This design comes from an exercise in tuning for a short achievable clock period and few clock cycles on the open sky130 flow, not from production work.
Function was checked by simulation only, so behaviour that the tests miss may differ from the original.
Power and IR drop assume default switching activity.

==> design/flow/design.v <==
module adc_seq_pins (
    input  wire        clk0,
    input  wire [31:0] moder,
    input  wire [15:0] odr,
    output wire [15:0] pin_oe,
    output wire [15:0] pin_out
);
    genvar n;
    generate
        for (n = 0; n < 16; n = n + 1) begin : g_pin
            assign pin_oe[n]  = clk0 & (moder[2*n+1:2*n] == 2'b01);
            assign pin_out[n] = pin_oe[n] & odr[n];
        end
    endgenerate
endmodule
module adc_seq (
    input  wire        clk,
    input  wire        rst,
    input  wire        cmd_valid,
    input  wire [31:0] cmd_word,
    input  wire [31:0] cmd_addr,
    input  wire [31:0] cmd_a,
    input  wire [31:0] cmd_b,
    output wire        ready,
    output wire        rsp_valid,
    output wire [1:0]  rsp_kind,
    output wire [31:0] rsp_data,
    input  wire        rsp_take,
    output wire        busy,
    output wire        fault,
    output wire [2:0]  fault_cause,
    output wire [31:0] fault_info,
    output wire [15:0] pin_oe,
    output wire [15:0] pin_out,
    output wire        conv_start,
    output wire [4:0]  conv_ch,
    output wire        conv_trusted,
    input  wire        conv_done,
    input  wire [11:0] conv_data
);
    localparam [31:0] A_CLK0  = 32'h1000_0000;
    localparam [31:0] A_CLK1  = 32'h1000_0004;
    localparam [31:0] A_MODER = 32'h2000_0000;
    localparam [31:0] A_ODR   = 32'h2000_0014;
    localparam [31:0] A_SR    = 32'h3000_0000;
    localparam [31:0] A_CR    = 32'h3000_0008;
    localparam [31:0] A_SQR   = 32'h3000_0034;
    localparam [31:0] A_DR    = 32'h3000_004C;
    localparam [1:0] R_OK = 2'b01, R_DATA = 2'b10;
    reg        rdy, rspv, flt, bsy;   
    reg        w_init;                
    reg [3:0]  icnt;
    reg        w_conv;                
    reg        w_ok;                  
    reg [1:0]  rsp_k;
    reg [31:0] rsp_d;
    reg [2:0]  fcause;
    reg [31:0] finfo;
    reg        cst;
    reg [4:0]  cch;
    reg        ctr;
    reg [31:0] clk0, clk1, moder, odr, cr, sqr;
    reg [11:0] dr;
    reg        eoc, settled, conv_busy;
    wire       accept = rdy & cmd_valid;
    wire [3:0] op     = cmd_word[3:0];
    wire       rsv0   = (cmd_word[31:9] == 23'd0);
    wire       arg0   = (cmd_word[8:4] == 5'd0);
    wire op_rd  = (op == 4'h1) & rsv0 & arg0;
    wire op_wr  = (op == 4'h2) & rsv0 & arg0;
    wire op_mod = (op == 4'h3) & rsv0 & arg0;
    wire op_pi  = (op == 4'h4) & rsv0 & arg0 & (cmd_a[31:16] == 16'd0);
    wire op_ps  = (op == 4'h5) & rsv0;
    wire op_ai  = (op == 4'h6) & rsv0 & arg0;
    wire op_ar  = (op == 4'h7) & rsv0 & arg0;
    wire legal  = op_rd | op_wr | op_mod | op_pi | op_ps | op_ai | op_ar;
    wire op_w   = op_wr | op_mod;
    wire done  = conv_done & conv_busy & ~cst;
    wire cb_e  = conv_busy & ~done;
    wire eoc_e = eoc | done;
    wire [11:0] dr_e = done ? conv_data : dr;
    wire [31:0] A = cmd_addr;
    wire is_clk0  = (A == A_CLK0);
    wire is_clk1  = (A == A_CLK1);
    wire is_moder = (A == A_MODER);
    wire is_odr   = (A == A_ODR);
    wire is_sr    = (A == A_SR);
    wire is_cr    = (A == A_CR);
    wire is_sqr   = (A == A_SQR);
    wire is_dr    = (A == A_DR);
    wire mapped   = is_clk0 | is_clk1 | is_moder | is_odr | is_sr | is_cr | is_sqr | is_dr;
    wire out_on   = clk0[0];
    wire adc_on   = clk1[8];
    wire clocked  = is_clk0 | is_clk1 | ((is_moder | is_odr) & out_on) |
                    ((is_sr | is_cr | is_sqr | is_dr) & adc_on);
    wire [31:0] keep  = ~cmd_b & {32{op_mod}};
    wire [31:0] wd_clk0  = cmd_a | (clk0  & keep);
    wire [31:0] wd_clk1  = cmd_a | (clk1  & keep);
    wire [31:0] wd_moder = cmd_a | (moder & keep);
    wire [31:0] wd_odr   = cmd_a | (odr   & keep);
    wire [31:0] wd_cr    = cmd_a | (cr    & keep);
    wire [31:0] wd_sqr   = cmd_a | (sqr   & keep);
    reg [2:0] f_rd;
    always @(*) begin
        if (A[1:0] != 2'b00)  f_rd = 3'd2;
        else if (!mapped)     f_rd = 3'd3;
        else if (!clocked)    f_rd = 3'd4;
        else                  f_rd = 3'd0;
    end
    wire disturbs = cb_e & ((is_cr & (wd_cr[30] | ~wd_cr[0])) | is_sqr |
                            (is_clk1 & ~wd_clk1[8]));
    reg [2:0] f_wr;
    always @(*) begin
        if (f_rd != 3'd0)          f_wr = f_rd;
        else if (is_sr | is_dr)    f_wr = 3'd5;
        else if (disturbs)         f_wr = 3'd6;
        else                       f_wr = 3'd0;
    end
    wire w_ok_acc = clocked & ~is_sr & ~is_dr & ~disturbs;   
    wire r_ok_acc = clocked;
    wire g_rd  = accept & op_rd & r_ok_acc;
    wire g_w   = accept & op_w & w_ok_acc;
    wire g_pi  = accept & op_pi;
    wire g_ps  = accept & op_ps & out_on;
    wire g_ai0 = accept & op_ai;                  
    wire g_ai  = accept & op_ai & ~cb_e;          
    wire g_ar  = accept & op_ar & adc_on & ~cb_e;
    wire we_clk0  = g_w & is_clk0;
    wire we_clk1  = g_w & is_clk1;
    wire we_moder = g_w & is_moder;
    wire we_odr   = g_w & is_odr;
    wire we_cr    = g_w & is_cr;
    wire we_sqr   = g_w & is_sqr;
    wire st_w     = we_cr & wd_cr[30] & wd_cr[0];
    wire st_ar    = g_ar & cr[0];
    wire start    = st_w | st_ar;
    wire set_clr  = (we_cr & (cr[0] ^ wd_cr[0])) | (we_clk1 & ~wd_clk1[8]) |
                    (g_ai & ~cr[0]);
    wire trusted  = settled & (sqr[4:0] == 5'd4) & (moder[9:8] == 2'b11);
    reg [31:0] pi_set, pi_clr;
    integer i;
    always @(*) begin
        pi_set = 32'd0;
        pi_clr = 32'd0;
        for (i = 0; i < 16; i = i + 1) begin
            if (cmd_a[i]) begin
                pi_set[2*i]   = 1'b1;
                pi_clr[2*i]   = 1'b1;
                pi_clr[2*i+1] = 1'b1;
            end
        end
    end
    wire [15:0] ps_bit = 16'd1 << cmd_word[7:4];
    wire [15:0] odr_ps = cmd_word[8] ? (odr[15:0] | ps_bit) : (odr[15:0] & ~ps_bit);
    reg [31:0] rdata;
    always @(*) begin
        rdata = 32'd0;
        if (is_clk0)  rdata = rdata | clk0;
        if (is_clk1)  rdata = rdata | clk1;
        if (is_moder) rdata = rdata | moder;
        if (is_odr)   rdata = rdata | odr;
        if (is_sr)    rdata = rdata | {30'd0, eoc_e, 1'b0};
        if (is_cr)    rdata = rdata | cr;
        if (is_sqr)   rdata = rdata | sqr;
        if (is_dr)    rdata = rdata | {20'd0, dr_e};
    end
    wire ar_hang = ~cr[0] & ~eoc_e;
    wire fault_now = ~legal |
                     (op_rd & (f_rd != 3'd0)) |
                     (op_w & (f_wr != 3'd0)) |
                     (op_ps & ~out_on) |
                     (op_ai & cb_e) |
                     (op_ar & (~adc_on | cb_e));
    wire go_busy   = op_ai | (op_ar & (cr[0] | ar_hang)) |
                     (op_w & is_cr & wd_cr[30] & wd_cr[0]);
    reg [2:0] cause_now;
    always @(*) begin
        if (!legal)       cause_now = 3'd1;
        else if (op_rd)   cause_now = f_rd;
        else if (op_w)    cause_now = f_wr;
        else if (op_ps)   cause_now = 3'd4;
        else if (op_ai)   cause_now = 3'd6;
        else              cause_now = adc_on ? 3'd6 : 3'd4;
    end
    wire [31:0] info_now = !legal ? cmd_word :
                           op_ps  ? A_ODR :
                           op_ai  ? A_SQR :
                           op_ar  ? A_CR : cmd_addr;
    wire init_end = w_init & (icnt == 4'd0);
    wire conv_end = w_conv & done;
    always @(posedge clk) begin
        if (rst) begin
            rdy <= 1'b1;
            rspv <= 1'b0;
            flt <= 1'b0;
            bsy <= 1'b0;
            w_init <= 1'b0;
            w_conv <= 1'b0;
            w_ok <= 1'b0;
            icnt <= 4'd0;
            cst <= 1'b0;
        end else begin
            cst <= start;
            if (accept) begin
                rdy <= 1'b0;
                flt <= fault_now;
                rspv <= ~fault_now & ~go_busy;
                bsy <= ~fault_now & go_busy;
                w_init <= ~fault_now & op_ai;
                w_conv <= ~fault_now & op_ar & cr[0];
                w_ok <= ~fault_now & op_w & is_cr & wd_cr[30] & wd_cr[0];
                icnt <= 4'd15;
            end else begin
                if (rspv & rsp_take) begin
                    rspv <= 1'b0;
                    rdy <= 1'b1;
                end
                if (init_end | conv_end | w_ok) begin
                    bsy <= 1'b0;
                    rspv <= 1'b1;
                    w_init <= 1'b0;
                    w_conv <= 1'b0;
                    w_ok <= 1'b0;
                end
                icnt <= icnt - 4'd1;
            end
        end
    end
    always @(posedge clk) begin
        if (accept) begin
            rsp_k  <= (op == 4'h1 || op == 4'h7) ? R_DATA : R_OK;
            rsp_d  <= (op == 4'h1) ? rdata : (op == 4'h7) ? {20'd0, dr_e} : 32'd0;
            fcause <= cause_now;
            finfo  <= info_now;
        end else if (conv_end) begin
            rsp_d  <= {20'd0, conv_data};
        end
        if (start) begin
            cch <= sqr[4:0];
            ctr <= trusted & ~set_clr;
        end
    end
    always @(posedge clk) begin
        if (rst) begin
            clk0 <= 32'd0;
            clk1 <= 32'd0;
            moder <= 32'd0;
            odr <= 32'd0;
            cr <= 32'd0;
            sqr <= 32'd0;
            dr <= 12'd0;
            eoc <= 1'b0;
            settled <= 1'b0;
            conv_busy <= 1'b0;
        end else begin
            if (we_clk0)       clk0 <= wd_clk0;
            else if (g_pi | g_ai0) clk0[0] <= 1'b1;
            if (we_clk1)       clk1 <= wd_clk1;
            else if (g_ai0)    clk1[8] <= 1'b1;
            if (we_moder)      moder <= wd_moder;
            else if (g_pi)     moder <= (moder & ~pi_clr) | pi_set;
            else if (g_ai0)    moder[9:8] <= 2'b11;
            if (we_odr)        odr <= wd_odr;
            else if (g_ps)     odr[15:0] <= odr_ps;
            if (we_sqr)        sqr <= wd_sqr;
            else if (g_ai)     sqr[4:0] <= 5'd4;
            if (we_cr)         cr <= {wd_cr[31], 1'b0, wd_cr[29:0]};
            else if (g_ai)     cr[0] <= 1'b1;
            if (set_clr)       settled <= 1'b0;
            else if (init_end) settled <= 1'b1;
            if (done)          dr <= conv_data;
            if (start) begin
                conv_busy <= 1'b1;
                eoc <= 1'b0;
            end else begin
                if (done) conv_busy <= 1'b0;
                if ((g_rd & is_dr) | (g_ar & ~cr[0]) | conv_end)
                    eoc <= 1'b0;
                else if (done)
                    eoc <= 1'b1;
            end
        end
    end
    assign ready        = rdy;
    assign busy         = bsy;
    assign fault        = flt;
    assign rsp_valid    = rspv;
    assign rsp_kind     = rsp_k & {2{rspv}};
    assign rsp_data     = rsp_d & {32{rspv}};
    assign fault_cause  = fcause & {3{flt}};
    assign fault_info   = finfo & {32{flt}};
    assign conv_start   = cst;
    assign conv_ch      = cch;
    assign conv_trusted = ctr;
    adc_seq_pins u_pins (
        .clk0    (clk0[0]),
        .moder   (moder),
        .odr     (odr[15:0]),
        .pin_oe  (pin_oe),
        .pin_out (pin_out)
    );
endmodule
==> design/flow/run.sh <==
#!/bin/bash
# synth_recipe.tcl (not shown) runs the flow's synth.tcl, then flattens the netlist and writes it again
# the make line also repeats each setting of config.mk as NAME=value (left out here)
make -C /OpenROAD-flow-scripts/flow DESIGN_CONFIG=/design/flow/config.mk WORK_HOME=/design/flow/orfs CLKGATE_MAP_FILE= SYNTH_SCRIPT=/design/flow/synth_recipe.tcl finish
==> design/flow/config.mk <==
export PLATFORM = sky130hd
export DESIGN_NAME = adc_seq
export DESIGN_NICKNAME = adc_seq
export VERILOG_FILES = /design/flow/design.v
export SDC_FILE = /design/flow/constraint.sdc
export NUM_CORES = 4
export LEC_CHECK = 0
export CAP_MARGIN = 20
export CORE_MARGIN = 2
export CORE_UTILIZATION = 40
export SLEW_MARGIN = 20
==> design/flow/constraint.sdc <==
create_clock -name core_clock -period 6.0 [get_ports {clk}]
set_input_delay 1.2000 -clock core_clock [delete_from_list [all_inputs] [get_ports {clk}]]
set_output_delay 1.2000 -clock core_clock [all_outputs]
set_load 0.01 [all_outputs]
==> out/metrics.cfg, run 1 <==
[clock_network]
root_buffer=clkbuf_16
post_cts_resized=0
htreeDepth=2
ctsLongestPathBuffers=3
clkTransAtPathRegs_ns=0.06
cts_sinks=293
clk_latency_ns=0.53
post_cts_buffers=0
cts_buffers=34
cts_hold_buf=0
cts_tree=yes

[global_routing]
antenna_found_initial=2
grtUsageTotal_pct=30.0
grt_pass1_vias=13800
grt_max_degree=157
grt_pass1_wl_um=87500
overflow=0

[synth]
synthMuxAreaShare_pct=2.10
yosysWarnings=1
synthesis.instances=1659
ys_seq_area_share_pct=46.2
synth_ff_type=dfxtp_1
synth-seq-cells=293
synth-compound-area-share_pct=27.2
synth-async-reset-ratio_pct=0
netlist_area_um2=14300
synth-edff-count=75
yosys.area_share.simple_pct=20.0
synth.avg_cell_area_um2=8.64
synth_top_family_by_area=compound AO/OA/AOI/OAI gates
syn-num-nets=1806
synthXorXnorAreaFrac_pct=0.245
synthAdderAreaFrac_pct=0.175
ys_types=71

[floorplan]
rows=69
dieWidth_um=193
start_util_pct=40.5
die_area_um2=37300
pin_count=257
die_y_um=193
core_area_um2=35400

[status]
status=finished clean

[timing]
finalHoldViolCount=0
finalCritPeriodShare_pct=77.1
slew_violations=0
timing.hold.ws_ns=0.463
max_freq_mhz=216
finClkSkew_ns=0.0166
period_needed_ns=4.63
tightest_slew_ns=1.15
rsz0062_at_grt=no
setup_viol=0
maxSlewHeadroom_pct=22.9
fin_tns_setup_ns=0

[critical_path]
end_kind=flop
critPathKind=input pin to flop
worstPathArrival_ns=5.01
startpoint_type=input pin
critical_path_required_ns=6.38
crit_fanout=25

[drt]
first_iter_violations=1579
num_vias=14500
wl_um=58300
wire_per_inst_um=24.8
ant_nets=0
viasPerCell=6.17
drc_errors=0
first_pass_iters=5

[power_and_ir_drop]
p_per_area_nw_per_um2=246
seq_power_share_pct=45.6
pwr-share-comb_pct=7.9
ir_worst_vdd_v=0.000143
leakage_nw=5.85
clkPwrFrac_pct=46.4
power.switching_mw=1.06
sw_frac_of_total_pct=23.3
power_mw=4.55
p_int_mw=3.49

[finish]
layout.nets=2011
instances_no_fill=2351
num_antenna_cells=0
fin_util_pct=52.3
nFillCells=3359
drive_gt1_share_pct=6.35
areaGrowthSynthToFinish_pct=29.2

[placement]
place_congestion=0.893
dp.cells=2289
hpwlAfterDp_um=39300
io_buffers=256

[flow_run]
maxCapViolations=0

[worst_hold_path]
hp-class=flop to flop

-- critical path, cell delays in order --
cell and delay, ns:
clkdlybuf4s50_1 0.78, or3_1 0.56, nand4b_1 0.26, o31a_1 0.38
a31o_2 0.31, a21oi_1 0.25, nand4_1 0.56, buf_12 0.41
o21ai_1 0.18, a21oi_1 0.08
-- cell type report --
type	count	area (um2)	area share, %
Inverter	19	71.3	0.385
Clock buffer	52	1010	5.47
Sequential cell	293	6620	35.8
Clock inverter	10	120	0.649
Tap cell	461	577	3.12
Multi-Input combinational cell	1218	7180	38.8
Timing Repair Buffer	298	2930	15.8
-- power groups by stage --
stage | registers, mW | clock network, mW | logic [mW]
after floorplan | 2.11 | 0 | 0.129
after global placement | 2.12 | 0 | 0.357
after detailed placement | 2.12 | 0 | 0.358
after CTS | 2.08 | 2.13 | 0.360
after global routing | 2.08 | 2.22 | 0.380
final | 2.08 | 2.11 | 0.361
-- cell usage after synthesis (5+ instances only) --
library cell / number / area [um2]
nand2_1: 219 / 822
dfxtp_1: 218 / 4360
a21oi_1: 189 / 946
clkbuf_1: 101 / 379
o21ai_0: 93 / 465
and2_1: 88 / 551
nor2_1: 85 / 319
a22oi_1: 81 / 608
edfxtp_1: 75 / 2250
o21ai_1: 60 / 300
a31oi_1: 51 / 319
a211oi_1: 33 / 248
mux2i_1: 30 / 300
a21o_1: 25 / 188
buf_2: 24 / 120
nand3_1: 24 / 120
nor3_1: 23 / 115
nor4_1: 19 / 119
inv_1: 18 / 67.6
nor3b_1: 16 / 120
o31ai_1: 15 / 113
a221o_1: 13 / 130
a221oi_1: 13 / 114
nand4_1: 10 / 62.6
o21bai_1: 10 / 75.1
or3_1: 10 / 62.6
and3_1: 9 / 56.3
or4_1: 9 / 67.6
nor2b_1: 8 / 50.1
o211ai_1: 8 / 60.1
nor4b_1: 6 / 52.6
a22o_1: 5 / 43.8
nand4b_1: 5 / 43.8
nor4_2: 5 / 62.6
-- per-stage QoR --
| step | setup WS [ns] | instance area, um2 |
|---|---|---|
| floorplan | 2.15 | 14300 |
| global placement | 1.01 | 17400 |
| detailed placement | 0.943 | 17400 |
| CTS | 1.46 | 18500 |
| global route | 1.25 | 18500 |
| finish | 1.37 | 18500 |
-- registers in the layout, summed over array words and instances (netlist names), 3 cells and up, named ones only --
signal,count
clk0,32
rsp_d,32
finfo,32
clk1,32
cr,31
dr,12
fcause,3
sqr,32
icnt,4
odr,16
cch,5
moder,32
-- per-layer routing --
metal	up-vias	part of all wire (%)	global-route usage (%)
met1	7005	43	42.3
met5	-	0.022	0
met2	810	44	45.5
met4	2	3.8	10.9
met3	139	9.5	6.10
li1	6558	-	-
-- placed cells by master, fill, tap and decap left out, types with 9 or more instances in the layout --
cell type	count
and3_1	9
a21oi_1	189
nor3_1	20
or3_1	10
nor3b_1	16
edfxtp_1	75
clkbuf_16	37
a22oi_1	81
nand4_1	10
nor2_1	85
mux2i_1	30
o21ai_1	61
o21ai_0	92
a211oi_1	32
a221oi_1	13
clkdlybuf4s50_1	255
buf_4	38
a221o_1	13
o21bai_1	10
and2_1	88
nor4_1	18
a21o_1	25
nand2_1	219
nand3_1	24
inv_1	17
a31oi_1	51
o31ai_1	15
dfxtp_1	218
or4_1	9
clkbuf_1	12
-- kinds of logic (layout without fill, tap and decap cells) --
| family | Yosys count | count (layout) |
|---|---|---|
| compound gates | 622 | 622 |
| simple gates | 560 | 560 |
| flops | 293 | 293 |
| buf+inv | 148 | 379 |
| mux | 30 | 30 |
| xor+xnor | 4 | 4 |
| fa+ha+maj | 2 | 2 |
-- worst paths after layout --
path                             startpoint       end  slack (ns)  cells after the start
worst min-delay path                    bsy       bsy        0.46                      2
worst max register to register      clk0[0]  moder[2]        2.69                      8
worst min register to register          bsy       bsy        0.46                      2
worst max-delay path            cmd_word[7]  clk1[29]        1.37                     10
Testbench counts, summed over its fixed seeds: cycles 13,537.
==> run 2, diff against run 1 <==
--- a/design/flow/config.mk
+++ b/design/flow/config.mk
@@ -7,2 +7,3 @@
 export LEC_CHECK = 0
+export ABC_CLOCK_PERIOD_IN_PS = 1500
 export CAP_MARGIN = 20
@@ -10,2 +11,3 @@
 export CORE_UTILIZATION = 40
+export SETUP_SLACK_MARGIN = 4.0
 export SLEW_MARGIN = 20
==> run 2 against run 1 <==
Effect of this change: clock skew grew 0.0034 ns; setup slack gained 1.0 ns; sequential power is essentially flat; worst hold slack lost 0.0052 ns; combinational power grew 45%; design area grew 39%; fmax grew 28%; clock power shrank 4%; critical path depth grew 4; critical path type unchanged.
==> out/metrics.cfg, run 2 <==
[status]
status=finished clean

[clock_network]
clk_latency_ns=0.53
clkTransAtPathRegs_ns=0.06
cts_hold_buf=0
cts_tree=yes
cts_sinks=293
root_buffer=clkbuf_16
htreeDepth=2
cts_buffers=34
ctsLongestPathBuffers=3

[power_and_ir_drop]
p_per_area_nw_per_um2=180
pwr-share-comb_pct=11.3
seq_power_share_pct=45.0
ir_worst_vdd_v=0.000179
clkPwrFrac_pct=43.7
power.switching_mw=1.15
sw_frac_of_total_pct=25.0
leakage_nw=9.20
p_int_mw=3.46

[critical_path]
critical_path_required_ns=6.36
critPathKind=input pin to flop
timing.rr.start=clk0[0]
end_kind=flop
startpoint_type=input pin
reg2reg_slack_ns=2.80
crit_fanout=8
reg2reg_depth=13
worstPathArrival_ns=3.97

[synth]
synthTopCellsByArea=dfxtp_1, edfxtp_1, a21oi_1, nand2_1, a22oi_1
netlist_area_um2=14300
synthTopCellsByCount=nand2_1, dfxtp_1, a21oi_1
synth_top_area_cell=dfxtp_1
syn-num-nets=1806
yosysWarnings=1
synth_most_common_cell=nand2_1
synth_ff_type=dfxtp_1
synth-edff-count=75
ys_seq_area_share_pct=46.2
synth.avg_cell_area_um2=8.64
synth.top_cell.area_share_pct=30.5
synth-async-reset-ratio_pct=0
synth-seq-cells=293
synthesis.instances=1659
ys_types=71

[timing]
finClkSkew_ns=0.0200
fin_tns_setup_ns=0
max_freq_mhz=277
finalCritPeriodShare_pct=60.2
tightest_slew_ns=1.22
slew_violations=0
setup_viol=0
rsz0062_at_grt=yes
maxSlewHeadroom_pct=18.4
period_needed_ns=3.61
timing.hold.ws_ns=0.458
finalHoldViolCount=0

[finish]
layout.nets=2336
drive_gt1_share_pct=51.1
seqCellArea_um2=6630
layout_common_cells=dfxtp_1, buf_6, nand2_1
final_common_cell=dfxtp_1
instances_no_fill=2675
nFillCells=2430
areaGrowthSynthToFinish_pct=79.1
fin_util_pct=72.5
multiInputGateArea_um2=10200

[placement]
dp.cells=2287
io_buffers=256
place_congestion=0.920
hpwlAfterDp_um=37500

[drt]
wire_per_inst_um=28.9
viasPerCell=6.58
wl_um=77400
first_pass_iters=8
first_iter_violations=2319
drc_errors=0
num_vias=17600
ant_nets=0

[global_routing]
grt_pass1_wl_um=107000
overflow=0
antenna_found_initial=2
grtUsageTotal_pct=37.4
grt_max_degree=116
grt_pass1_vias=16600

[worst_hold_path]
hp-class=flop to flop
hold_start=clk1[31]
whs_endpoint=clk1[31]
min_delay_path_depth=2

[floorplan]
die_y_um=193
rows=69
die_area_um2=37300
start_util_pct=40.5
pin_count=257
core_area_um2=35400
dieWidth_um=193

[flow_run]
maxCapViolations=0

run 2: cell counts after synthesis:
No cell type changed its count.
run 2: repair_timing:
item / in CTS / in global routing
endpoints found under the setup margin: 470 / 397
pin swaps: 319 / 159
setup buffers: 208 / 63
gates cloned: 51 / 5
resized for setup: 1443 / 306
run 2: cell families after synthesis:
group                      count (synthesis)  share of synthesized area (%)
and+or+nand+nor                          560                           20.0
buffers and inverters                    148                           4.10
xor gates and xnor gates                   4                          0.245
AOI/OAI and AO/OA                        622                           27.2
adders and majority gates                  2                          0.175
muxes                                     30                           2.10
DFF                                      293                           46.2
run 2: cell type report:
| type | instances | area share, % |
|---|---|---|
| multi-input cells | 1225 | 39.7 |
| repair buffers | 613 | 27.6 |
| flip-flops and latches | 293 | 25.9 |
| clock buffers | 46 | 3.69 |
| well taps | 461 | 2.25 |
| clock inverters | 14 | 0.434 |
| inverters | 19 | 0.366 |
| repair inverters | 3 | 0.137 |
| diodes | 1 | 0.00975 |
run 2: worst max-delay path by stage:
stage                      start  endpoint
floorplan           cmd_addr[15]   sqr[10]
global route        cmd_addr[19]      flop
global placement    cmd_addr[26]   sqr[16]
detailed placement  cmd_addr[26]   sqr[29]
finish              cmd_addr[19]      flop
CTS                 cmd_addr[30]  clk1[14]
run 2: worst max-delay path, cell delays in order:
cell	delay, ns
buf_8	0.10
nor4_4	0.36
nand4_1	0.25
buf_6	0.23
buf_6	0.13
nor3_4	0.18
a222oi_1	0.18
buf_4	0.22
nor2_4	0.20
nand4_4	0.20
buf_4	0.21
buf_12	0.14
a211oi_2	0.29
a211oi_2	0.09
run 2: per-stage QoR:
step / area [um2] / worst slack (ns) / total power, mW
5_1_grt: 25700 / 2.39 / 4.71
6_report: 25700 / 2.39 / 4.61
2_1_floorplan: 15100 / 2.48 / 2.25
3_3_place_gp: 17800 / 0.970 / 2.48
3_5_place_dp: 17800 / 0.895 / 2.48
4_1_cts: 23900 / 2.66 / 4.54
run 2: layer usage:
| metal | vias up | global-route usage [%] | part of all wire (%) |
|---|---|---|---|
| li1 | 7276 | - | - |
| met1 | 8478 | 46.9 | 36 |
| met2 | 1387 | 58.4 | 45 |
| met3 | 465 | 8.98 | 11 |
| met4 | 0 | 22.3 | 7.7 |
| met5 | - | 0 | 0 |
run 2: power groups by stage:
| stage | logic (mW) | clock network [mW] | registers (mW) |
|---|---|---|---|
| finish | 0.522 | 2.02 | 2.08 |
| detailed placement | 0.350 | 0 | 2.13 |
| CTS | 0.453 | 2.02 | 2.07 |
| floorplan | 0.137 | 0 | 2.11 |
| global route | 0.539 | 2.10 | 2.08 |
| global placement | 0.350 | 0 | 2.12 |
==> run 3, diff against run 2 <==
--- a/design/flow/config.mk
+++ b/design/flow/config.mk
@@ -7,3 +7,3 @@
 export LEC_CHECK = 0
-export ABC_CLOCK_PERIOD_IN_PS = 1500
+export ABC_CLOCK_PERIOD_IN_PS = 2500
 export CAP_MARGIN = 20
@@ -11,3 +11,3 @@
 export CORE_UTILIZATION = 40
-export SETUP_SLACK_MARGIN = 4.0
+export SETUP_SLACK_MARGIN = 3.0
 export SLEW_MARGIN = 20
==> run 3 against run 2 <==
Effect of this change: clock skew rose by 0.0036 ns; setup slack gained 0.086 ns; still clean; sequential share of layout area grew 1.9 points; non-clock buffer count shrank 67; critical path type unchanged; power shrank 1.9%; largest cell class unchanged; design area fell by 6.8%.
==> out/metrics.cfg, run 3 <==
[timing]
finalHoldViolCount=0
maxSlewHeadroom_pct=35.7
finalCritPeriodShare_pct=58.8
setup_viol=0
period_needed_ns=3.53
worst_slack_ns=2.47
max_freq_mhz=283
finClkSkew_ns=0.0236
slew_violations=0
fin_tns_setup_ns=0
tightest_slew_ns=0.952
rsz0062_at_grt=yes

[synth]
synth_most_common_cell=nand2_1
synth-seq-cells=293
synth.avg_cell_area_um2=8.64
synth-async-reset-ratio_pct=0
netlist_area_um2=14300
synthTopCellsByCount=nand2_1, dfxtp_1, a21oi_1
synth.top_cell.area_share_pct=30.5
syn-num-nets=1806
synth_ff_type=dfxtp_1
synth-edff-count=75
ys_types=71
yosysWarnings=1
synthTopCellsByArea=dfxtp_1, edfxtp_1, a21oi_1, nand2_1, a22oi_1
synthesis.instances=1659
ys_seq_area_share_pct=46.2
synth_top_area_cell=dfxtp_1

[finish]
layout.nets=2264
num_antenna_cells=0
fin_util_pct=67.6
areaGrowthSynthToFinish_pct=66.9
fin_area_um2=23900
nFillCells=2630
final_common_cell=dfxtp_1
drive_gt1_share_pct=36.4
layout_common_cells=dfxtp_1, nand2_1, a21oi_1

[power_and_ir_drop]
ir_worst_vdd_v=0.000146
p_per_area_nw_per_um2=189
power_mw=4.53
leakage_nw=8.64

[drt]
first_iter_violations=2139
first_pass_iters=9
viasPerCell=6.37
wire_per_inst_um=27.4
num_vias=16600
drc_errors=0
wl_um=71400
ant_nets=0

[global_routing]
grt_pass1_wl_um=98300
grt_max_degree=95
grt_pass1_vias=15400
grtUsageTotal_pct=33.9
antenna_found_initial=2
overflow=0

[placement]
place_worst_setup_slack_ns=0.946
place_congestion=0.925
hpwlAfterDp_um=38600
dpl_cell_area_um2=17600
io_buffers=256

[floorplan]
die_area_um2=37300
pin_count=257
core_area_um2=35400
dieWidth_um=193
die_y_um=193
rows=69
start_util_pct=40.5

[clock_network]
cts_tree=yes
cts_hold_buf=0
clkTransAtPathRegs_ns=0.06
ctsLongestPathBuffers=3
cts_sinks=293
cts_buffers=34
root_buffer=clkbuf_16
clk_latency_ns=0.54
htreeDepth=2

[worst_hold_path]
hp-class=flop to flop

[critical_path]
end_kind=flop
startpoint_type=input pin
critPathKind=input pin to flop
crit_fanout=6
critical_path_required_ns=6.45
worstPathArrival_ns=3.98

[status]
status=finished clean

[flow_run]
maxCapViolations=0

## run 3: logic make-up (layout without fill, tap and decap cells)
group                      Yosys count  in the layout  share of synthesized area [%]
AOI/OAI and AO/OA                  622            622                           27.2
xor gates and xnor gates             4              4                          0.245
adders and majority gates            2              2                          0.175
buffers and inverters              148            628                           4.10
DFF                                293            293                           46.2
muxes                               30             30                           2.10
and+or+nand+nor                    560            564                           20.0
## run 3: layout make-up
type / instances / area [um2] / share of cell area [%]
clock buffer: 53 / 1010 / 4.24
clock inverter: 9 / 61.3 / 0.256
inverter: 19 / 78.8 / 0.330
multi-input combinational: 1222 / 9340 / 39.0
sequential: 293 / 6630 / 27.7
tap: 461 / 577 / 2.41
timing repair buffer: 546 / 6210 / 26.0
timing repair inverter: 1 / 7.51 / 0.0314
## run 3: timing repair
| action | 4_1_cts | 5_1_grt |
|---|---|---|
| resized for setup | 698 | 378 |
| setup endpoints to repair | 410 | 304 |
| pin swaps | 199 | 172 |
| gates cloned | 23 | 15 |
| buffers inserted | 152 | 61 |
## run 3: final timing paths
| kind | slack, ns | to | start | depth (start not counted) |
|---|---|---|---|---|
| max | 2.47 | clk1[23] | cmd_addr[13] | 15 |
| min | 0.46 | clk1[3] | clk1[3] | 2 |
| max reg2reg | 2.94 | flop | clk0[0] | 12 |
| min reg2reg | 0.46 | clk1[3] | clk1[3] | 2 |
## run 3: stage by stage
| stage | std cells | hold WS (ns) |
|---|---|---|
| final | 2604 | 0.459 |
| after global routing | 2604 | 0.468 |
| after CTS | 2528 | 0.462 |
| after detailed placement | 2291 | 0.457 |
| after global placement | 2291 | 0.453 |
| after floorplan | 1659 | 0.416 |
## run 3: report_power, final
part / total [mW] / internal, mW / leakage [nW] / switching [mW]
registers: 2.07 / 2.06 / 2.49 / 0.0111
logic: 0.410 / 0.179 / 5.62 / 0.231
clock network: 2.04 / 1.17 / 0.530 / 0.872
total: 4.53 / 3.41 / 8.64 / 1.11
## run 3: critical path, stage by stage
cell      delay (ns)
buf_6           0.10
nor4_4          0.24
buf_4           0.17
nand4_4         0.14
buf_6           0.16
or4_4           0.53
a311oi_4        0.35
buf_4           0.19
a21oi_4         0.04
nand4_1         0.14
buf_6           0.20
buf_12          0.13
buf_16          0.13
o21ai_2         0.05
a21oi_1         0.17
## run 3: per-layer routing
layer / track usage [%] / share of wire, %
met5: 0 / 0.011
met4: 16.8 / 6.7
met1: 46.0 / 39
met3: 5.96 / 10
met2: 52.3 / 44

## static timing again, ports no longer ideal
The flow's constraints put no driver on any port. The routed layouts listed below were extracted and timed again, unchanged, in two steps. Step 1 (the two cells are an assumption about what drives the block):
set clk [get_ports {clk}]
set_driving_cell -lib_cell sky130_fd_sc_hd__clkbuf_16 $clk
set_driving_cell -lib_cell sky130_fd_sc_hd__buf_2 [delete_from_list [all_inputs] $clk]
Step 2 times the ports against the registers' clock, not the clock port: input delays grow and output delays shrink by t, the midpoint of the rising clock arrivals with the driver on. a / b / c = ideal ports / drivers / drivers and shift; a / b = the first two.
| run | t, ns | slack for setup (ns) | hold WS [ns] | worst setup path after step 2 | clock arrival spread, ns |
|---|---|---|---|---|---|
| run 1 | 0.576 | 1.372 / 1.402 / 0.826 | 0.463 / 0.463 / 0.463 | input to register | 0.019 / 0.020 |
| run 2 | 0.574 | 2.385 / 2.397 / 1.823 | 0.458 / 0.458 / 0.458 | input to register | 0.020 / 0.020 |
| run 3 | 0.589 | 2.471 / 2.487 / 1.898 | 0.459 / 0.459 / 0.459 | input to register | 0.027 / 0.027 |
After both steps setup and hold are still met in every run listed. The setup slack of run 3, which loses most, moves by +0.016 ns with the drivers and by -0.573 ns with both steps.
